Source: an optimization exercise on an open RTL-to-GDS flow (aim: small area, a short achievable clock period and few clock cycles per item). Production flows keep margins and buffers that such runs may drop.
In this exercise RTL edits were held to simulation tests only and were not proved equivalent to the original.

==> design/flow/design.v <==
module sha256_core (
    input  wire         clk,
    input  wire         rst,
    input  wire         start,
    input  wire         first,
    input  wire [511:0] block,
    output wire         ready,
    output reg          done,
    output reg  [255:0] digest
);
    reg [5:0]  m;                
    reg [5:0]  m1;               
    reg [31:0] kc;               
    always @(*) begin
        case (m)
            6'd0:  kc = 32'h428a2f98;  6'd1:  kc = 32'h71374491;
            6'd2:  kc = 32'hb5c0fbcf;  6'd3:  kc = 32'he9b5dba5;
            6'd4:  kc = 32'h3956c25b;  6'd5:  kc = 32'h59f111f1;
            6'd6:  kc = 32'h923f82a4;  6'd7:  kc = 32'hab1c5ed5;
            6'd8:  kc = 32'hd807aa98;  6'd9:  kc = 32'h12835b01;
            6'd10: kc = 32'h243185be;  6'd11: kc = 32'h550c7dc3;
            6'd12: kc = 32'h72be5d74;  6'd13: kc = 32'h80deb1fe;
            6'd14: kc = 32'h9bdc06a7;  6'd15: kc = 32'hc19bf174;
            6'd16: kc = 32'he49b69c1;  6'd17: kc = 32'hefbe4786;
            6'd18: kc = 32'h0fc19dc6;  6'd19: kc = 32'h240ca1cc;
            6'd20: kc = 32'h2de92c6f;  6'd21: kc = 32'h4a7484aa;
            6'd22: kc = 32'h5cb0a9dc;  6'd23: kc = 32'h76f988da;
            6'd24: kc = 32'h983e5152;  6'd25: kc = 32'ha831c66d;
            6'd26: kc = 32'hb00327c8;  6'd27: kc = 32'hbf597fc7;
            6'd28: kc = 32'hc6e00bf3;  6'd29: kc = 32'hd5a79147;
            6'd30: kc = 32'h06ca6351;  6'd31: kc = 32'h14292967;
            6'd32: kc = 32'h27b70a85;  6'd33: kc = 32'h2e1b2138;
            6'd34: kc = 32'h4d2c6dfc;  6'd35: kc = 32'h53380d13;
            6'd36: kc = 32'h650a7354;  6'd37: kc = 32'h766a0abb;
            6'd38: kc = 32'h81c2c92e;  6'd39: kc = 32'h92722c85;
            6'd40: kc = 32'ha2bfe8a1;  6'd41: kc = 32'ha81a664b;
            6'd42: kc = 32'hc24b8b70;  6'd43: kc = 32'hc76c51a3;
            6'd44: kc = 32'hd192e819;  6'd45: kc = 32'hd6990624;
            6'd46: kc = 32'hf40e3585;  6'd47: kc = 32'h106aa070;
            6'd48: kc = 32'h19a4c116;  6'd49: kc = 32'h1e376c08;
            6'd50: kc = 32'h2748774c;  6'd51: kc = 32'h34b0bcb5;
            6'd52: kc = 32'h391c0cb3;  6'd53: kc = 32'h4ed8aa4a;
            6'd54: kc = 32'h5b9cca4f;  6'd55: kc = 32'h682e6ff3;
            6'd56: kc = 32'h748f82ee;  6'd57: kc = 32'h78a5636f;
            6'd58: kc = 32'h84c87814;  6'd59: kc = 32'h8cc70208;
            6'd60: kc = 32'h90befffa;  6'd61: kc = 32'ha4506ceb;
            6'd62: kc = 32'hbef9a3f7;  default: kc = 32'hc67178f2;
        endcase
    end
    localparam [255:0] IV = {32'h6a09e667, 32'hbb67ae85, 32'h3c6ef372, 32'ha54ff53a,
                             32'h510e527f, 32'h9b05688c, 32'h1f83d9ab, 32'h5be0cd19};
    reg         p1, p2;          
    reg         rnd;             
    reg  [5:0]  c;               
    reg         r0, r61, r62, r63, c64, c65;
    reg         rdy;
    reg         use_iv;          
    reg         blk_iv;          
    reg         sd_iv3, sd_a1, sd_a3, sd_rb;    
    reg         g61, g62, g63, g64, g65;        
    reg         ide, ida;                       
    reg         q_iv, q_sum, q_d0, q_nx;        
    reg         u_iv, u_sum, u_d0, u_nx;        
    assign ready = rdy;
    wire accept = start & rdy;
    reg [31:0]  ra, rb, rc;      
    reg [31:0]  re, rf, rg;      
    reg [31:0]  t1;              
    reg [31:0]  hkw;             
    reg [31:0]  dhkw;            
    reg [31:0]  kw;              
    reg [511:0] w;               
    reg [31:0]  wc;              
    wire [31:0] s1   = {re[5:0], re[31:6]} ^ {re[10:0], re[31:11]} ^ {re[24:0], re[31:25]};
    wire [31:0] ch   = (re & rf) ^ (~re & rg);
    wire [31:0] s0   = {ra[1:0], ra[31:2]} ^ {ra[12:0], ra[31:13]} ^ {ra[21:0], ra[31:22]};
    wire [31:0] maj  = (ra & rb) ^ (ra & rc) ^ (rb & rc);
    wire [31:0] e_nx  = dhkw + s1 + ch;
    wire [31:0] t1_nx = hkw + s1 + ch;
    wire [31:0] a_nx  = t1 + s0 + maj;
    wire [31:0] w0   = w[511:480];
    wire [31:0] w1   = w[479:448];
    wire [31:0] w9   = w[223:192];
    wire [31:0] w14  = w[63:32];
    wire [31:0] ss0  = {w1[6:0], w1[31:7]} ^ {w1[17:0], w1[31:18]} ^ (w1 >> 3);
    wire [31:0] ss1  = {w14[16:0], w14[31:17]} ^ {w14[18:0], w14[31:19]} ^ (w14 >> 10);
    wire [31:0] q_s  = ss1 ^ w9 ^ ss0;
    wire [31:0] q_c  = {(ss1[30:0] & w9[30:0]) | (ss1[30:0] & ss0[30:0]) | (w9[30:0] & ss0[30:0]), 1'b0};
    wire [31:0] n_s  = q_s ^ q_c ^ w0;
    wire [31:0] n_c  = {(q_s[30:0] & q_c[30:0]) | (q_s[30:0] & w0[30:0]) | (q_c[30:0] & w0[30:0]), 1'b0};
    wire [31:0] w15  = w[31:0] + wc;
    wire [31:0] da0 = digest[255:224], da1 = digest[223:192], da2 = digest[191:160], da3 = digest[159:128];
    wire [31:0] de0 = digest[127:96],  de1 = digest[95:64],   de2 = digest[63:32],   de3 = digest[31:0];
    reg  step_e;                 
    reg  step_a;                 
    wire [31:0] h_a = ({32{g62}} & IV[159:128]) | ({32{g63}} & IV[191:160]) |
                      ({32{g64}} & IV[223:192]) | ({32{g65}} & IV[255:224]) |
                      ({32{ida}} & da3);
    wire [31:0] h_e = ({32{g61}} & IV[31:0])    | ({32{g62}} & IV[63:32]) |
                      ({32{g63}} & IV[95:64])   | ({32{g64}} & IV[127:96]) |
                      ({32{ide}} & de3);
    wire [31:0] sum_a = h_a + ra;
    wire [31:0] sum_e = h_e + re;
    wire [127:0] a_nxt = step_a ? {sum_a, da0, da1, da2} : digest[255:128];
    wire [127:0] e_nxt = step_e ? {sum_e, de0, de1, de2} : digest[127:0];
    wire [95:0] ini_e = use_iv ? IV[127:32]  : e_nxt[127:32];
    wire [95:0] ini_a = use_iv ? IV[255:160] : a_nxt[127:32];
    wire [31:0] ini_c2 = use_iv ? IV[191:160] : (c64 ? da0 : da2);      
    wire [31:0] ini_g7 = use_iv ? IV[31:0]    : (r63 ? de1 : de3);      
    wire [31:0] d_src = ({32{sd_iv3}} & IV[159:128]) | ({32{sd_a1}} & da1) |
                        ({32{sd_a3}} & da3)          | ({32{sd_rb}} & rb);
    wire [31:0] hkw_nx  = rg + kw;
    wire [31:0] dhkw_nx = d_src + rg + kw;
    wire [31:0] kw_nx   = (p1 ? 32'h428a2f98 : kc) + w0;      
    always @(posedge clk) begin
        kw   <= kw_nx;
        hkw  <= hkw_nx;
        dhkw <= dhkw_nx;
        t1   <= t1_nx;
        re <= ({32{q_iv}} & IV[127:96]) | ({32{q_sum}} & sum_e) |
              ({32{q_d0}} & de0)        | ({32{q_nx}} & e_nx);
        rf <= p2 ? ini_e[63:32] : re;
        rg <= p2 ? ini_e[31:0] : (p1 ? ini_g7 : rf);
        ra <= ({32{u_iv}} & IV[255:224]) | ({32{u_sum}} & sum_a) |
              ({32{u_d0}} & da0)         | ({32{u_nx}} & a_nx);
        rb <= r0 ? ini_a[63:32] : (p2 ? ini_c2 : ra);
        rc <= r0 ? ini_a[31:0] : rb;
        if (rdy) begin
            w  <= block;
            wc <= 32'd0;
        end else begin
            w  <= {w[479:32], w15, n_s};
            wc <= n_c;
        end
        digest <= {a_nxt, e_nxt};
        if (accept)
            use_iv <= first;
        if (rnd & (c == 6'd60))
            blk_iv <= use_iv;
        m  <= p1 ? 6'd1 : m1;
        m1 <= p1 ? 6'd2 : m1 + 6'd1;
        sd_iv3 <= p1 & use_iv;
        sd_a1  <= p1 & ~use_iv & r63;
        sd_a3  <= p1 & ~use_iv & ~r63;
        sd_rb  <= ~p1;
        g61    <= rnd & (c == 6'd60) & use_iv;
        g62    <= r61 & blk_iv;
        g63    <= r62 & blk_iv;
        g64    <= r63 & blk_iv;
        g65    <= c64 & blk_iv;
        ide    <= ~((rnd & (c == 6'd60) & use_iv) | ((r61 | r62 | r63) & blk_iv));
        ida    <= ~((r61 | r62 | r63 | c64) & blk_iv);
        q_iv   <= p1 & use_iv;
        q_sum  <= p1 & ~use_iv & r63;
        q_d0   <= p1 & ~use_iv & ~r63;
        q_nx   <= ~p1;
        u_iv   <= p2 & use_iv;
        u_sum  <= p2 & ~use_iv & c64;
        u_d0   <= p2 & ~use_iv & ~c64;
        u_nx   <= ~p2;
        c <= rnd ? c + 6'd1 : 6'd0;
        if (rst) begin
            p1   <= 1'b0;
            p2   <= 1'b0;
            rnd  <= 1'b0;
            r0   <= 1'b0;
            r61  <= 1'b0;
            r62  <= 1'b0;
            r63  <= 1'b0;
            c64  <= 1'b0;
            c65  <= 1'b0;
            done <= 1'b0;
            rdy  <= 1'b1;
            step_e <= 1'b0;
            step_a <= 1'b0;
        end else begin
            p1   <= accept;
            p2   <= p1;
            r0   <= p2;
            rnd  <= p2 | (rnd & ~r63);
            r61  <= rnd & (c == 6'd60);
            r62  <= r61;
            r63  <= r62;
            c64  <= r63;
            c65  <= c64;
            done <= c65;
            step_e <= (rnd & (c == 6'd60)) | r61 | r62 | r63;
            step_a <= r61 | r62 | r63 | c64;
            rdy  <= ~(accept | p1 | ((p2 | (rnd & ~r63)) & ~r61));
        end
    end
endmodule
==> design/flow/flow/run.sh <==
#!/bin/bash
# The standard layout, with the port buffers made of the smallest buffer cell.
set -euo pipefail
bash standard.sh "BUFFER_PORTS_ARGS=-buffer_cell sky130_fd_sc_hd__buf_1" finish > standard_flow.log 2>&1
==> design/flow/standard.sh <==
#!/bin/bash
# synth_recipe.tcl (not shown) runs the flow's synth.tcl, then flattens the netlist and writes it again
# the make line also repeats each setting of config.mk as NAME=value (left out here)
make -C /OpenROAD-flow-scripts/flow DESIGN_CONFIG=/design/flow/config.mk WORK_HOME=/design/flow/orfs CLKGATE_MAP_FILE= SYNTH_SCRIPT=/design/flow/synth_recipe.tcl "${@:-finish}"
==> design/flow/config.mk <==
export PLATFORM = sky130hd
export DESIGN_NAME = sha256_core
export DESIGN_NICKNAME = sha256_core
export VERILOG_FILES = /design/flow/design.v
export SDC_FILE = /design/flow/constraint.sdc
export NUM_CORES = 4
export LEC_CHECK = 0
export CAP_MARGIN = 20
export CORE_MARGIN = 2
export CORE_UTILIZATION = 50
export CTS_BUF_LIST = sky130_fd_sc_hd__clkbuf_8
export CTS_CLUSTER_SIZE = 20
export SETUP_SLACK_MARGIN = 5
export SLEW_MARGIN = 20
==> design/flow/constraint.sdc <==
create_clock -name core_clock -period 9.0 [get_ports {clk}]
set_input_delay 1.8000 -clock core_clock [delete_from_list [all_inputs] [get_ports {clk}]]
set_output_delay 1.8000 -clock core_clock [all_outputs]
set_load 0.01 [all_outputs]
==> run summary, run 1 <==
outcome=no timing/DRC/antenna violations; number of CTS-inserted buffers=198; # setup viols final=0; via density per instance=5.98; number of global-route vias before repair=50636; CTS Root Cell=clkbuf_8; Core ar.=125000 um2; # DRC=0; die width=around 360 um; Startpoint Class=register; Crit Path Max Fanout=3; IO Count=774; Hold WS=0.451 ns; share of layout cells above drive strength 1=roughly a fifth; Initial Util=50.2%; Worst Setup Path Type=register to register; Period minus WS final=approximately 4.2 ns; aggregate global routing overflow=0; Die H=about 360 um; num rows=130; reg2reg path depth=17; largest net degree at the start of global routing=195; sequential fraction of the synthesis area=40.1%; initial antenna violation count=between 40 and 50; FF-to-FF Start=ra[14]$_DFF_P_; H-tree depth=4; Worst Tran Pin Value=1.19 ns; Post-DRT Antenna Nets=0; Port Buffers=773; Die ar.=129000 um2; RSZ-0062 raised after global routing=true; CP max stage cell=or4_1; Avg Cell Area, Syn=10.1 um2; Yosys top cell area share=33.9%; hpwl dp=approximately 210000 um; CTS Hold Bufs=0; Worst setup endpoint=ra[31]$_DFF_P_; post-layout net count=8020; Area Overhead vs Synth=17.1%; Max clock buf depth=3; TritonCTS clock tree=yes; Post-Place Setup Slack=around 4.1 ns; final core utilization=58.7%; Post-synth EDFFs=130; Async SR Flop Fraction=0%; Post-Synthesis Cell Area=62800 um2; first-pass GRT wire length=369000 um; reg-to-reg slack, setup=4.81 ns; syn_nets=7256; final setup margin=approximately 4.8 ns; DR pass1 iterations=9; Achievable Freq=239 MHz; post-synthesis register bit count=1193; Routed met3 length=24200 um; worst hold path type=register to register; clock transition at the registers of the reported paths=0.07 ns; uppermost layer routed=met5; Routed wire per std cell=about 30 um; non-filler cells, final=between 8000 and 9000; Initial DRC Count=6060; Clock Sinks=1193; top cells by area, synth=dfxtp_1, mux2_2, edfxtp_1; area leader, netlist=dfxtp_1; wire length on met1=roughly 100000 um; Worst-Skew Late Latency=0.99 ns; DRT Wirelength=approximately 270000 um; Max-cap violations=0; Slew Limit Fails=0; Crit path depth=17; Top FF cell, synth=dfxtp_1; post-route clock period utilization=46.5%; Vias=52907; crit path DAT=5.02 ns; Crit path buffers/inverters=2; cell count after synthesis=around 6200; Crit path largest cell delay=0.51 ns; dpl cells=8380; Routed met2 length=119000 um; crit-path cells=xor2_1 > xnor2_1 > fa_1 > inv_1 > ha_2 > fa_2 > a21oi_4 > o21ai_2 > a21oi_4 > nor3_4 > a2111oi_4 > buf_4 > a31oi_4 > a21o_1 > a2111oi_4 > nor4b_1 > or4_1; Total GRT Usage=around two fifths; clock skew=0.0821 ns; GP Congestion=1.04; final hold violations=0; Synth cell types=82; RR Endpoint=ra[31]$_DFF_P_; yosys warns=1; crit-path leading delay family=compound AO/OA/AOI/OAI gates; Fin Setup TNS=0 ns; crit path launch=ra[14]$_DFF_P_; Relative slew margins=20.0%; Worst EP required=9.83 ns; Worst Setup End Kind=register
[per-stage QoR]
stage	instance area [um2]
6_report	73500
5_1_grt	73500
4_1_cts	72300
3_5_place_dp	67100
3_3_place_gp	67100
2_1_floorplan	62900
[flip-flops by register name, summed over array words and instances (netlist names), 6 cells and up]
signal and cells:
m1 6, wc 31, digest 256, t1 32, w 512, c 6, kc 32, dhkw 32
re 32, rf 32, ra 32, rc 32, hkw 32, rb 32, rg 32, kw 32
[synth_stat cells, types with 11 or more instances]
library cell / count
a211oi_1: 47
a21o_1: 189
a21oi_1: 375
a221oi_1: 46
a222oi_1: 32
a22o_1: 33
a22oi_1: 43
a311oi_1: 16
a31oi_1: 48
and2_1: 34
and3_1: 36
buf_1: 34
clkbuf_1: 319
dfxtp_1: 1063
edfxtp_1: 130
fa_1: 194
ha_1: 297
inv_1: 406
mux2_2: 627
mux2i_1: 61
nand2_1: 425
nand2b_1: 38
nand3_1: 82
nand3b_1: 11
nand4_1: 27
nor2_1: 272
nor2b_1: 96
nor3_1: 51
nor4_1: 11
o211ai_1: 40
o21a_1: 39
o21ai_0: 256
o21ai_1: 27
o21bai_1: 46
o221ai_1: 24
o22a_1: 53
o31ai_1: 23
or2_2: 21
or3_1: 12
xnor2_1: 342
xor2_1: 157
[cell usage in the layout (no fill, tap or decap), types with 46 or more instances in the layout]
cell / count
a21o_1: 189
a21oi_1: 355
buf_1: 773
buf_4: 133
clkbuf_8: 244
dfxtp_1: 973
dfxtp_2: 52
edfxtp_1: 130
fa_1: 190
ha_1: 281
inv_1: 470
mux2_2: 627
mux2i_1: 49
nand2_1: 424
nand3_1: 81
nor2_1: 263
nor2b_1: 93
o21ai_0: 245
o21bai_1: 46
o22a_1: 53
xnor2_1: 321
xor2_1: 142
[area by class of cell]
cell class	instances	area, um2
diodes	17	42.5
clock buffers	244	3360
clock inverters	123	958
fillers	11138	51700
inverters	415	1570
multi-input cells	4288	36100
flip-flops and latches	1193	25400
well taps	1650	2060
repair buffers	917	4070
[per-layer routing]
layer	track usage, %	vias to the layer above
met2	62.8	2971
met4	29.2	38
met3	9.58	779
li1	-	23551
met5	0	-
met1	49.5	25568
[what timing repair did]
item,4_1_cts,5_1_grt
resized for setup,185,157
setup buffers,37,46
pin swaps,40,54
endpoints found under the setup margin,92,61
[worst min-delay path by stage]
| stage | endpoint | from | slack [ns] | cells after the start |
|---|---|---|---|---|
| finish | w[356]$_DFF_P_ | w[324]$_DFF_P_ | 0.45 | 1 |
| global route | w[143]$_DFF_P_ | w[111]$_DFF_P_ | 0.46 | 1 |
| CTS | w[222]$_DFF_P_ | w[190]$_DFF_P_ | 0.42 | 1 |
| detailed placement | digest[16]$_DFFE_PP_ | digest[48]$_DFF_P_ | 0.44 | 0 |
| global placement | done$_SDFF_PP0_ | c65$_SDFF_PP0_ | 0.42 | 1 |
| floorplan | done$_SDFF_PP0_ | c65$_SDFF_PP0_ | 0.41 | 1 |
[logic make-up after synthesis]
logic type               count (synthesis)  synth area share [%]
flip-flops                            1193                  40.1
AO/OA/AOI/OAI                         1466                  15.6
buffers and inverters                  768                  4.59
adder cells (fa/ha/maj)                493                  12.1
AND/OR/NAND/NOR                       1142                  8.44
XOR/XNOR                               499                  6.96
multiplexers                           688                  12.2
Testbench counts, summed over its fixed seeds: cycles 83,232, items 1,280.
==> run 2: changes to the inputs <==
--- a/design/flow/config.mk
+++ b/design/flow/config.mk
@@ -10,5 +10,5 @@
 export CORE_UTILIZATION = 50
 export CTS_BUF_LIST = sky130_fd_sc_hd__clkbuf_8
 export CTS_CLUSTER_SIZE = 20
-export SETUP_SLACK_MARGIN = 5
+export SETUP_SLACK_MARGIN = 4.5
 export SLEW_MARGIN = 20
==> run summary, run 2 <==
post-route clock period utilization=50.2% (+3.6 points); IO Count=774 (unchanged); Max-cap violations=0 (unchanged); post-synthesis compound-gate area fraction=15.6% (unchanged); DRT Wirelength=266000 um (-1.3%); Post-DP Area=67100 um2 (about the same); number of CTS-inserted buffers=198 (unchanged); DR pass1 iterations=8 (-1); share of layout cells above drive strength 1=16.2% (-2.9 points); syn_nets=7256 (unchanged); first-pass GRT wire length=365000 um (-1.2%); Final Cell Area=72000 um2 (-2.1%); yosys warns=1 (unchanged); top cells by area, synth=dfxtp_1, mux2_2, edfxtp_1; highest-count cells in the layout ignoring fill and taps=dfxtp_1, buf_1, mux2_2; Startpoint Class=register; Post-Synthesis Cell Area=62800 um2 (unchanged); RSZ-0062 raised after global routing=true; largest family of logic cells by synthesized area=compound AO/OA/AOI/OAI gates; outcome=no timing/DRC/antenna violations; number of global-route vias before repair=49985 (-1.3%); Relative slew margins=14.2% (-5.8 points); initial antenna violation count=34 (-19%); aggregate global routing overflow=0 (unchanged); via density per instance=5.94 (-0.74%); Top FF cell, synth=dfxtp_1; Crit Path Max Fanout=6 (+3); # setup viols final=0 (unchanged); Total GRT Usage=40.0% (-0.54 points); Post-synth EDFFs=130 (unchanged); clock skew=0.0790 ns (-0.00310 ns); reg2reg path depth=14 (-3); CTS Hold Bufs=0 (unchanged); post-layout net count=7964 (-0.70%); Die H=359 um (unchanged); hpwl dp=211000 um (-0.92%); Worst-Skew Late Latency=0.97 ns (-0.02 ns); Worst Tran Pin Value=1.28 ns (+0.0863 ns); GP Congestion=1.06 (+2.2%); largest net degree at the start of global routing=154 (-21%); area leader, netlist=dfxtp_1; final hold violations=0 (unchanged); synth cell count leaders=dfxtp_1, mux2_2, nand2_1; biggest registers after layout=w: 512 flops, digest: 256 flops; mux cell area share after synthesis=12.2% (unchanged); Worst EP required=9.81 ns (-0.02 ns); # DRC=0 (unchanged); Area Overhead vs Synth=14.6%; CTS Root Cell=clkbuf_8; most frequent cell after synthesis=dfxtp_1; Yosys top cell area share=33.9% (unchanged); Initial Util=50.2% (unchanged); number of flip-flops in the largest register=512 (unchanged); Avg Cell Area, Syn=10.1 um2 (unchanged); Synth Area in Adders=12.1% (unchanged); area share of xor/xnor cells in the synthesized design=6.96% (unchanged); Die ar.=129000 um2 (unchanged); Achievable Freq=221 MHz (-7.3%); sequential fraction of the synthesis area=40.1% (unchanged); worst hold path type=register to register; Largest Register=w; Port Buffers=773 (unchanged); Period minus WS final=4.51 ns (+0.328 ns); TritonCTS clock tree=yes; final core utilization=57.5% (-1.3 points); Hold Crit Depth=1 (unchanged); post-synthesis register bit count=1193 (unchanged); Slew Limit Fails=0 (unchanged); Routed wire per std cell=30.2 um (-0.70%); Clock Sinks=1193 (unchanged); Synth cell types=82 (unchanged); cell count after synthesis=6249 (unchanged); simple-gate share of the synthesized area=8.44% (unchanged); Worst Setup Path Type=register to register; Initial DRC Count=5481 (-9.6%); Async SR Flop Fraction=0% (unchanged); Worst Setup End Kind=register; Core ar.=125000 um2 (unchanged); Post-DRT Antenna Nets=0 (unchanged); die width=359 um (unchanged); num rows=130 (unchanged); clock transition at the registers of the reported paths=0.07 ns (about the same); H-tree depth=4 (unchanged); Fin Setup TNS=0 ns (unchanged); Vias=52193 (-1.3%); crit path DAT=5.32 ns (+0.30 ns); most common cell after layout, fill and taps aside=dfxtp_1; Max clock buf depth=3 (unchanged)
-- run 2: cell counts after synthesis --
No cell type changed its count.
-- run 2: cells by family (layout without fill, tap and decap cells) --
| family | after synthesis | count (layout) |
|---|---|---|
| compound gates | 1466 | 1466 |
| xor+xnor | 499 | 499 |
| simple gates | 1142 | 1142 |
| flops | 1193 | 1193 |
| fa+ha+maj | 493 | 493 |
| buf+inv | 768 | 1638 |
| mux | 688 | 688 |
| other cells | 0 | 24 |
-- run 2: worst max-delay path, cell delays in order (launching register included) --
cell,delay [ns]
dfxtp_1,0.64
xor2_1,0.23
xnor2_1,0.73
fa_1,0.33
inv_1,0.06
ha_1,0.37
a21o_1,0.19
a21o_1,0.17
a21o_1,0.19
a21oi_1,0.14
o21bai_1,0.09
or4b_1,0.56
a31oi_1,0.26
mux2i_1,0.30
nand4b_1,0.12
-- run 2: routing by layer --
| layer | GRT usage [%] | share of wire, % |
|---|---|---|
| met5 | 0 | 0.085 |
| met4 | 28.9 | 8.4 |
| met3 | 9.16 | 8.5 |
| met2 | 62.2 | 45 |
| met1 | 48.9 | 38 |
-- run 2: final cells by class --
class | count | area, um2
Clock buffer | 246 | 3390
Antenna cell | 24 | 60.1
Sequential cell | 1193 | 25300
Multi-Input combinational cell | 4288 | 35100
Inverter | 415 | 1560
Clock inverter | 116 | 847
Timing Repair Buffer | 861 | 3680
Tap cell | 1650 | 2060
Fill cell | 11266 | 53300
-- run 2: path summary, 6_finish.rpt --
| kind | from | end | slack [ns] |
|---|---|---|---|
| worst min register to register | w[277]$_DFF_P_ | w[309]$_DFF_P_ | 0.44 |
| worst max register to register | re[28]$_DFF_P_ | re[30]$_DFF_P_ | 4.49 |
| worst max-delay path | re[28]$_DFF_P_ | re[30]$_DFF_P_ | 4.49 |
| worst min-delay path | w[277]$_DFF_P_ | w[309]$_DFF_P_ | 0.44 |
-- run 2: through the flow --
step	setup slack [ns]	std cells	hold WS, ns
after floorplan	4.68	6249	0.414
after global placement	3.98	8389	0.421
after detailed placement	3.87	8389	0.440
after CTS	4.50	8754	0.442
after global routing	4.29	8777	0.441
final	4.49	8793	0.439
-- run 2: repair_timing --
| item | CTS | global route |
|---|---|---|
| cloned | 0 | 3 |
| pin swaps | 4 | 19 |
| endpoints found under the setup margin | 41 | 37 |
| setup buffers | 3 | 12 |
| gates resized for setup | 38 | 75 |
==> run 3: changes to the inputs <==
--- a/design/flow/design.v
+++ b/design/flow/design.v
@@ -9,7 +9,6 @@
     output reg  [255:0] digest
 );
     reg [5:0]  m;                
-    reg [5:0]  m1;               
     reg [31:0] kc;               
     always @(*) begin
         case (m)
@@ -137,8 +136,7 @@
             use_iv <= first;
         if (rnd & (c == 6'd60))
             blk_iv <= use_iv;
-        m  <= p1 ? 6'd1 : m1;
-        m1 <= p1 ? 6'd2 : m1 + 6'd1;
+        m <= p1 ? 6'd1 : m + 6'd1;
         sd_iv3 <= p1 & use_iv;
         sd_a1  <= p1 & ~use_iv & r63;
         sd_a3  <= p1 & ~use_iv & ~r63;
==> design/flow/flow/run.sh (replaced) <==
#!/bin/bash
# The standard layout, with the port buffers made of the smallest buffer
# cell and a clock tree without dummy loads.
set -euo pipefail
bash standard.sh "BUFFER_PORTS_ARGS=-buffer_cell sky130_fd_sc_hd__buf_1" \
  "CTS_ARGS=-sink_clustering_enable -repair_clock_nets -dont_use_dummy_load -sink_clustering_size 20 -buf_list sky130_fd_sc_hd__clkbuf_8" \
  finish > standard_flow.log 2>&1
--- a/design/flow/config.mk
+++ b/design/flow/config.mk
@@ -10,5 +10,5 @@
 export CORE_UTILIZATION = 50
 export CTS_BUF_LIST = sky130_fd_sc_hd__clkbuf_8
 export CTS_CLUSTER_SIZE = 20
-export SETUP_SLACK_MARGIN = 4.5
+export SETUP_SLACK_MARGIN = 5
 export SLEW_MARGIN = 20
==> run summary, run 3 <==
yosys warns=1 (unchanged); GP Congestion=1.03 (-3.4%); clock skew=0.0989 ns (+0.0198 ns); number of global-route vias before repair=49093 (-1.8%); hpwl dp=201000 um (-4.7%); Top FF cell, synth=dfxtp_1; DRT Wirelength=254000 um (-4.6%); Area Overhead vs Synth=14.4%; clock transition at the registers of the reported paths=0.06 ns (about the same); top cells by area, synth=dfxtp_1, mux2_2, edfxtp_1; largest net degree at the start of global routing=202 (+31%); Post-Synthesis Cell Area=62000 um2 (-1.4%); Worst EP required=9.79 ns (-0.02 ns); post-layout net count=7867 (-1.2%); Port Buffers=773 (unchanged); Vias=50696 (-2.9%); Fin Setup TNS=0 ns (unchanged); DR pass1 iterations=7 (-1); Clock Sinks=1193 (unchanged); Worst Tran Pin Value=1.26 ns (-0.0184 ns); Achievable Freq=247 MHz (+11%); most frequent cell after synthesis=dfxtp_1; IO Count=774 (unchanged); H-tree depth=4 (unchanged); Worst Setup Path Type=register to register; highest-count cells in the layout ignoring fill and taps=dfxtp_1, buf_1, mux2_2; Max clock buf depth=3 (unchanged); # DRC=0 (unchanged); crit path DAT=4.84 ns (-0.48 ns); num rows=129 (-0.77%); Initial DRC Count=4991 (-8.9%); Period minus WS final=4.05 ns (-0.464 ns); cell count after synthesis=6082 (-2.7%); # setup viols final=0 (unchanged); Post-DRT Antenna Nets=0 (unchanged); syn_nets=7089 (-2.3%); final hold violations=0 (unchanged); Worst-Skew Late Latency=0.97 ns (about the same); first-pass GRT wire length=352000 um (-3.6%); Avg Cell Area, Syn=10.2 um2 (+1.3%); Routed wire per std cell=29.8 um (-1.4%); Max-cap violations=0 (unchanged); share of layout cells above drive strength 1=18.0% (+1.8 points); post-route clock period utilization=45.0% (-5.2 points); area leader, netlist=dfxtp_1; worst hold path type=register to register; number of flip-flops in the largest register=512 (unchanged); most common cell after layout, fill and taps aside=dfxtp_1; Largest Register=w; CTS Root Cell=clkbuf_8; Yosys top cell area share=34.3% (+0.48 points); Die H=356 um (-0.69%); Worst Setup End Kind=register; Hold WS=0.428 ns (-0.0107 ns); Die ar.=127000 um2 (-1.4%); CTS Hold Bufs=0 (unchanged); outcome=no timing/DRC/antenna violations; Synth cell types=87 (+6.1%); Relative slew margins=16.0% (+1.8 points); Crit Path Max Fanout=7 (+1); post-synthesis register bit count=1193 (unchanged); number of CTS-inserted buffers=202 (+2.0%); Total GRT Usage=38.8% (-1.2 points); # fillers=11149 (-1.0%); synth cell count leaders=dfxtp_1, mux2_2, nand2_1; initial antenna violation count=28 (-18%); Core ar.=123000 um2 (-1.5%); via density per instance=5.96 (+0.41%); TritonCTS clock tree=yes; Initial Util=50.2% (+0.075 points); aggregate global routing overflow=0 (unchanged); biggest registers after layout=w: 512 flops, digest: 256 flops; Slew Limit Fails=0 (unchanged); Startpoint Class=register; sequential fraction of the synthesis area=40.6% (+0.57 points); die width=356 um (-0.69%); Post-synth EDFFs=130 (unchanged); Async SR Flop Fraction=0% (unchanged); RSZ-0062 raised after global routing=true
run 3: path summary, 6_finish.rpt:
kind                                     start              to  slack (ns)  depth (start not counted)
worst min register to register  w[430]$_DFF_P_  w[462]$_DFF_P_        0.43                          1
worst max register to register  ra[16]$_DFF_P_  ra[27]$_DFF_P_        4.95                         15
worst max-delay path            ra[16]$_DFF_P_  ra[27]$_DFF_P_        4.95                         15
worst min-delay path            w[430]$_DFF_P_  w[462]$_DFF_P_        0.43                          1
run 3: cell type report:
type                            count  area [um2]  area share, %
Inverter                          403        1520           2.14
Sequential cell                  1193       25400           35.8
Multi-Input combinational cell   4167       35200           49.6
Clock buffer                      202        2780           3.92
Antenna cell                       11        27.5         0.0389
Timing Repair Buffer              893        3950           5.57
Tap cell                         1637        2050           2.89
run 3: what timing repair did:
| action | 4_1_cts | 5_1_grt |
|---|---|---|
| resized for setup | 159 | 166 |
| pin swaps | 23 | 62 |
| endpoints found under the hold margin | 0 | 0 |
| cloned | 0 | 2 |
| setup endpoints to repair | 91 | 69 |
| buffers inserted | 17 | 45 |
run 3: worst max-delay path, stage by stage, from the launching register on:
cell	delay, ns
dfxtp_2	0.45
xor2_1	0.22
xnor2_1	0.18
fa_1	0.52
inv_1	0.04
ha_1	0.34
a21o_1	0.14
a21oi_2	0.07
o21a_1	0.22
o211ai_1	0.21
o211ai_1	0.28
o31a_1	0.45
o221ai_4	0.25
a31oi_2	0.14
xnor2_1	0.16
a221o_1	0.29
run 3: cells by family (layout without fill, tap and decap cells):
family | Yosys count | in the layout | share of synthesized area (%)
AOI/OAI and AO/OA | 1392 | 1392 | 15.1
xor gates and xnor gates | 508 | 508 | 7.18
adders and majority gates | 493 | 493 | 12.3
buffers and inverters | 722 | 1498 | 4.38
DFF | 1193 | 1193 | 40.6
muxes | 684 | 684 | 12.3
other | 0 | 11 | 0
and+or+nand+nor | 1090 | 1090 | 8.08
run 3: metrics by stage:
stage	util, %	area [um2]	setup WS [ns]	cells
6_report	57.5	70900	4.95	8506
5_1_grt	57.5	70800	4.82	8503
4_1_cts	56.5	69700	4.94	8448
3_5_place_dp	53.7	66200	4.06	8229
3_3_place_gp	53.7	66200	4.10	8229
2_1_floorplan	-	62000	5.04	6082
run 3: layer usage:
layer	wire length (um)	GRT usage [%]
met5	215	0
met3	19800	7.96
met1	95700	46.2
met2	118000	63.2
met4	20000	25.9
Testbench counts of run 3, summed over its fixed seeds: cycles 83,232, items 1,280.
==> run 4: changes to the inputs <==
--- a/design/flow/config.mk
+++ b/design/flow/config.mk
@@ -10,5 +10,6 @@
 export CORE_UTILIZATION = 50
 export CTS_BUF_LIST = sky130_fd_sc_hd__clkbuf_8
 export CTS_CLUSTER_SIZE = 20
+export PLACE_DENSITY = 0.75
 export SETUP_SLACK_MARGIN = 5
 export SLEW_MARGIN = 20
==> run summary, run 4 <==
Avg Cell Area, Syn=10.2 um2 (unchanged); most common cell after layout, fill and taps aside=dfxtp_1; Crit path largest cell delay=0.49 ns (-0.03 ns); yosys warns=1 (unchanged); Relative slew margins=24.0% (+7.9 points); outcome=no timing/DRC/antenna violations; post-route clock period utilization=45.1% (+0.12 points); Clock Sinks=1193 (unchanged); post-synthesis register bit count=1193 (unchanged); Worst Setup End Kind=register; initial antenna violation count=36 (+29%); aggregate global routing overflow=0 (unchanged); CP max stage cell=fa_1; Synth cell types=87 (unchanged); clock transition at the registers of the reported paths=0.06 ns (about the same); Slew Limit Fails=0 (unchanged); Worst Tran Pin Value=1.14 ns (-0.121 ns); final setup margin=4.94 ns (-0.0105 ns); first-pass GRT wire length=348000 um (-0.98%); CTS Root Cell=clkbuf_8; Max clock buf depth=3 (unchanged); Achievable Freq=246 MHz (-0.26%); worst hold path type=register to register; Crit Path Max Fanout=6 (-1); Port Buffers=773 (unchanged); number of global-route vias before repair=50243 (+2.3%); crit-path leading delay family=compound AO/OA/AOI/OAI gates; synth cell count leaders=dfxtp_1, mux2_2, nand2_1; largest net degree at the start of global routing=161 (-20%); DRT Wirelength=253000 um (-0.33%); Fin Setup TNS=0 ns (unchanged); Hold WS=0.396 ns (-0.0322 ns); top cells by area, synth=dfxtp_1, mux2_2, edfxtp_1; hpwl dp=196000 um (-2.4%); Post-Synthesis Cell Area=62000 um2 (unchanged); Max-cap violations=0 (unchanged); # DRC=0 (unchanged); cell count after synthesis=6082 (unchanged); TritonCTS clock tree=yes; dpl cells=8222 (-0.085%); RSZ-0062 raised after global routing=true; Worst-Skew Late Latency=0.93 ns (-0.04 ns); Worst EP required=9.77 ns (-0.02 ns); clock skew=0.146 ns (+0.0473 ns); highest-count cells in the layout ignoring fill and taps=dfxtp_1, buf_1, mux2_2; DR pass1 iterations=10 (+3); Post-synth EDFFs=130 (unchanged); Vias=51743 (+2.1%); most frequent cell after synthesis=dfxtp_1; Startpoint Class=register; Post-Place Setup Slack=3.93 ns (-0.132 ns); Top FF cell, synth=dfxtp_1; Period minus WS final=4.06 ns (+0.0105 ns); share of layout cells above drive strength 1=18.3% (+0.30 points); post-layout net count=7868 (+0.013%); non-filler cells, final=8508 (+0.024%); Area Overhead vs Synth=14.6%; Initial Util=50.2% (unchanged); sequential fraction of the synthesis area=40.6% (unchanged); IO Count=774 (unchanged); Crit path buffers/inverters=3 (+2); Core ar.=123000 um2 (unchanged); via density per instance=6.08 (+2.0%); final hold violations=0 (unchanged); GP Congestion=1.03 (+0.25%); Routed wire per std cell=29.7 um (-0.35%); H-tree depth=4 (unchanged); number of CTS-inserted buffers=196 (-3.0%); Initial DRC Count=6204 (+24%); Largest Register=w; Yosys top cell area share=34.3% (unchanged); Most common cell on crit path=inv_1; crit path DAT=4.83 ns (about the same); num rows=129 (unchanged); # setup viols final=0 (unchanged); area leader, netlist=dfxtp_1; die width=356 um (unchanged); Worst Setup Path Type=register to register; syn_nets=7089 (unchanged); Post-DRT Antenna Nets=0 (unchanged); Die ar.=127000 um2 (unchanged); Async SR Flop Fraction=0% (unchanged); Total GRT Usage=38.3% (-0.42 points); Die H=356 um (unchanged); number of flip-flops in the largest register=512 (unchanged); biggest registers after layout=w: 512 flops, digest: 256 flops; crit-path cells=xnor2_4 > xnor2_2 > inv_1 > fa_1 > inv_1 > ha_2 > fa_2 > a211oi_4 > o21ai_2 > a211oi_2 > o21a_4 > o31ai_4 > a221oi_2 > buf_4 > o21ai_1 > xnor2_1 > nor2_1 > a221o_1
## run 4: cells by family (layout without fill, tap and decap cells)
| kind of cell | after synthesis | in the layout | synth area share, % |
|---|---|---|---|
| and+or+nand+nor | 1090 | 1090 | 8.08 |
| buffers and inverters | 722 | 1499 | 4.38 |
| adders and majority gates | 493 | 493 | 12.3 |
| DFF | 1193 | 1193 | 40.6 |
| AOI/OAI and AO/OA | 1392 | 1392 | 15.1 |
| other | 0 | 12 | 0 |
| muxes | 684 | 684 | 12.3 |
| xor gates and xnor gates | 508 | 508 | 7.18 |
## run 4: metrics by stage
step	utilization (%)	area (um2)
after floorplan	-	62000
after global routing	57.6	71000
after global placement	53.6	66100
final	57.6	71000
after CTS	56.5	69700
after detailed placement	53.6	66100
## run 4: path summary, 6_finish.rpt
| check | startpoint | end | slack, ns | depth (start not counted) |
|---|---|---|---|---|
| worst max-delay path | re[7]$_DFF_P_ | re[31]$_DFF_P_ | 4.94 | 18 |
| worst min register to register | w[428]$_DFF_P_ | w[460]$_DFF_P_ | 0.40 | 1 |
| worst max register to register | re[7]$_DFF_P_ | re[31]$_DFF_P_ | 4.94 | 18 |
| worst min-delay path | w[428]$_DFF_P_ | w[460]$_DFF_P_ | 0.40 | 1 |
## run 4: worst register-to-register path: cells and delay by family (launching register included)
family | cells | cell delay, ns
DFF | 1 | 0.41
and+or+nand+nor | 1 | 0.06
AOI/OAI and AO/OA | 8 | 1.63
buffers and inverters | 3 | 0.30
xor gates and xnor gates | 3 | 0.49
adders and majority gates | 3 | 1.08
## run 4: final cells by class
cell class,instances,area [um2]
fill,10796,52300
multi-input combinational,4167,35300
sequential,1193,25400
timing repair buffer,900,4030
clock buffer,196,2700
tap,1637,2050
inverter,403,1520
antenna,12,30.0
## run 4: metal layers
metal	global-route usage (%)	wire, um	vias up
met5	0	288	-
met4	29.1	22700	44
met3	9.81	26000	907
met2	60.4	113000	3300
met1	44.9	90400	24721
li1	-	-	22771
## run 4: timing repair
item / in CTS / in global routing
pin swaps: 29 / 61
setup buffers: 22 / 53
setup endpoints to repair: 91 / 72
hold buffers: 0 / 0
cloned: 0 / 1
resized for setup: 181 / 178
endpoints found under the hold margin: 0 / 0
==> run 5: changes to the inputs <==
==> design/flow/config.mk (replaced) <==
export PLATFORM = sky130hd
export DESIGN_NAME = sha256_core
export DESIGN_NICKNAME = sha256_core
export VERILOG_FILES = /design/flow/design.v
export SDC_FILE = /design/flow/constraint.sdc
export NUM_CORES = 4
export LEC_CHECK = 0
export CAP_MARGIN = 10
export CORE_MARGIN = 2
export CORE_UTILIZATION = 50
export CTS_BUF_LIST = sky130_fd_sc_hd__clkbuf_8
export CTS_CLUSTER_SIZE = 20
export SETUP_SLACK_MARGIN = 5
export SLEW_MARGIN = 10
==> run summary, run 5 <==
top cells by area, synth=dfxtp_1, mux2_2, edfxtp_1; Top FF cell, synth=dfxtp_1; Post-DRT Antenna Nets=0 (unchanged); Yosys top cell area share=34.3% (unchanged); Hold EP=w[462]$_DFF_P_; global routing usage on met1=46.2% (+1.4 points); GP Congestion=1.03 (-0.25%); Achievable Freq=247 MHz (+0.47%); RSZ-0062 raised after global routing=true; crit-path leading delay family=compound AO/OA/AOI/OAI gates; aggregate global routing overflow=0 (unchanged); gr busiest metal=met2; Crit path buffers/inverters=1 (-2); sequential fraction of the synthesis area=40.6% (unchanged); Post-Synthesis Cell Area=62000 um2 (unchanged); crit path DAT=4.83 ns (about the same); DR pass1 iterations=7 (-3); met3 usage=7.96% (-1.8 points); Core ar.=123000 um2 (unchanged); Worst Tran Pin Value=1.18 ns (+0.0419 ns); Async SR Flop Fraction=0% (unchanged); cell count after synthesis=6082 (unchanged); Port Buffers=773 (unchanged); biggest registers after layout=w: 512 flops, digest: 256 flops; Area Overhead vs Synth=14.3%; highest-count cells in the layout ignoring fill and taps=dfxtp_1, buf_1, mux2_2; Clock Sinks=1193 (unchanged); Max-cap violations=0 (unchanged); most frequent cell after synthesis=dfxtp_1; # fillers=11150 (+3.3%); yosys warns=1 (unchanged); Initial DRC Count=5000 (-19%); Synth cell types=87 (unchanged); initial antenna violation count=28 (-22%); Slew Limit Fails=0 (unchanged); Max clock buf depth=3 (unchanged); Post-synth EDFFs=130 (unchanged); Crit path largest cell delay=0.52 ns (+0.03 ns); area leader, netlist=dfxtp_1; hpwl dp=201000 um (+2.4%); die width=356 um (unchanged); via density per instance=5.96 (-2.0%); outcome=no timing/DRC/antenna violations; IO Count=774 (unchanged); Die ar.=127000 um2 (unchanged); FF-to-FF Start=ra[16]$_DFF_P_; number of CTS-inserted buffers=202 (+3.1%); number of global-route vias before repair=49093 (-2.3%); Hold Crit Start=w[430]$_DFF_P_; clock transition at the registers of the reported paths=0.06 ns (about the same); post-route clock period utilization=44.9% (-0.21 points); Largest Register=w; CP max stage cell=fa_1; Die H=356 um (unchanged); RR Endpoint=ra[27]$_DFF_P_; Routed wire per std cell=29.8 um (+0.39%); Worst Setup End Kind=register; syn_nets=7089 (unchanged); num rows=129 (unchanged); TritonCTS clock tree=yes; largest net degree at the start of global routing=202 (+25%); Vias=50719 (-2.0%); Total GRT Usage=38.8% (+0.42 points); number of flip-flops in the largest register=512 (unchanged); crit-path cells=xor2_1 > xnor2_1 > fa_1 > inv_1 > ha_1 > a21o_1 > a21oi_2 > o21a_1 > o211ai_1 > o211ai_1 > o31a_1 > o221ai_4 > a31oi_2 > xnor2_1 > a221o_1; Startpoint Class=register; # setup viols final=0 (unchanged); DRT Wirelength=254000 um (+0.37%); reg2reg path depth=15 (-3); clock skew=0.101 ns (-0.0450 ns); first-pass GRT wire length=352000 um (+0.99%); CTS Hold Bufs=0 (unchanged); final hold violations=0 (unchanged); synth cell count leaders=dfxtp_1, mux2_2, nand2_1; H-tree depth=4 (unchanged); CTS Root Cell=clkbuf_8; Crit Path Max Fanout=7 (+1); Hold Crit Depth=1 (unchanged); post-synthesis register bit count=1193 (unchanged); # DRC=0 (unchanged); Worst EP required=9.79 ns (+0.02 ns); Relative slew margins=19.0% (-4.9 points); post-layout net count=7867 (-0.013%); Fin Setup TNS=0 ns (unchanged); GR Util met2=63.2% (+2.7 points); Initial Util=50.2% (unchanged); share of layout cells above drive strength 1=18.0% (-0.32 points); Worst-Skew Late Latency=0.97 ns (+0.04 ns); Worst Setup Path Type=register to register; Period minus WS final=4.04 ns (-0.0189 ns); most common cell after layout, fill and taps aside=dfxtp_1; worst hold path type=register to register; reg-to-reg slack, setup=4.96 ns (+0.02 ns); Avg Cell Area, Syn=10.2 um2 (unchanged)
[run 5: cell counts after synthesis]
No cell type changed its count.
[run 5: worst max path at each step]
| stage | startpoint | end | slack [ns] | cells past startpoint |
|---|---|---|---|---|
| finish | ra[16]$_DFF_P_ | ra[27]$_DFF_P_ | 4.96 | 15 |
| global route | re[12]$_DFF_P_ | re[29]$_DFF_P_ | 4.82 | 18 |
| CTS | ra[3]$_DFF_P_ | ra[27]$_DFF_P_ | 4.94 | 16 |
| detailed placement | re[12]$_DFF_P_ | re[31]$_DFF_P_ | 4.06 | 17 |
| global placement | re[12]$_DFF_P_ | re[31]$_DFF_P_ | 4.10 | 17 |
| floorplan | re[7]$_DFF_P_ | re[31]$_DFF_P_ | 5.04 | 18 |
[run 5: kinds of logic (layout without fill, tap and decap cells)]
| family | Yosys count | after routing | synth area share (%) |
|---|---|---|---|
| AOI/OAI and AO/OA | 1392 | 1392 | 15.1 |
| and+or+nand+nor | 1090 | 1090 | 8.08 |
| xor gates and xnor gates | 508 | 508 | 7.18 |
| buffers and inverters | 722 | 1498 | 4.38 |
| other | 0 | 11 | 0 |
| muxes | 684 | 684 | 12.3 |
| DFF | 1193 | 1193 | 40.6 |
| adders and majority gates | 493 | 493 | 12.3 |
[run 5: what timing repair did]
item / CTS / global route
buffers inserted: 17 / 45
cloned: 0 / 2
resized for setup: 159 / 166
endpoints found under the hold margin: 0 / 0
pin swaps: 23 / 62
endpoints found under the setup margin: 91 / 69
[run 5: cell type report]
| cell class | count | area, um2 | share of cell area [%] |
|---|---|---|---|
| Multi-Input combinational cell | 4167 | 35200 | 49.6 |
| Sequential cell | 1193 | 25400 | 35.8 |
| Timing Repair Buffer | 893 | 3950 | 5.57 |
| Clock buffer | 202 | 2780 | 3.92 |
| Tap cell | 1637 | 2050 | 2.89 |
| Inverter | 403 | 1520 | 2.14 |
| Antenna cell | 11 | 27.5 | 0.0389 |
[run 5: per-stage QoR]
stage / util [%] / cell area (um2) / instances / hold WS (ns) / setup WS (ns)
floorplan: - / 62000 / 6082 / 0.414 / 5.04
global placement: 53.7 / 66200 / 8229 / 0.425 / 4.10
detailed placement: 53.7 / 66200 / 8229 / 0.436 / 4.06
CTS: 56.5 / 69700 / 8448 / 0.429 / 4.94
global route: 57.4 / 70800 / 8503 / 0.450 / 4.82
finish: 57.5 / 70800 / 8506 / 0.428 / 4.96
[run 5: per-layer routing]
metal	part of all wire, %	wire length [um]
met1	38	95300
met4	7.9	20000
met5	0.076	194
met2	47	118000
met3	8.0	20200

-- what the ideal ports hide --
Ports are ideal in the flow. The routed layouts listed here were re-timed in OpenROAD. Step 1 sets driving cells, clkbuf_16 on the clock port and buf_2 on the other inputs (assumed; they add their load-dependent delay and slew). Step 2 also shifts input and output timing later by t, the mid clock arrival at the registers, as if the neighbouring blocks saw the same clock. Slacks: no drivers / after step 1 / after step 2; pairs: no drivers / after step 1.
run	shift t [ns]	setup slack, ns	worst setup path after step 2	latest minus earliest clock arrival (ns)	pins driven straight from the clock port
run 1	1.033	4.814 / 4.814 / 4.814	register to register	0.084 / 0.084	1
run 2	1.014	4.485 / 4.485 / 4.485	register to register	0.079 / 0.079	1
run 3	0.982	4.949 / 4.949 / 4.949	register to register	0.124 / 0.123	1
run 4	0.941	4.938 / 4.938 / 4.938	register to register	0.164 / 0.164	1
run 5	0.982	4.957 / 4.957 / 4.957	register to register	0.125 / 0.125	1
After both steps every run listed still meets setup and hold.
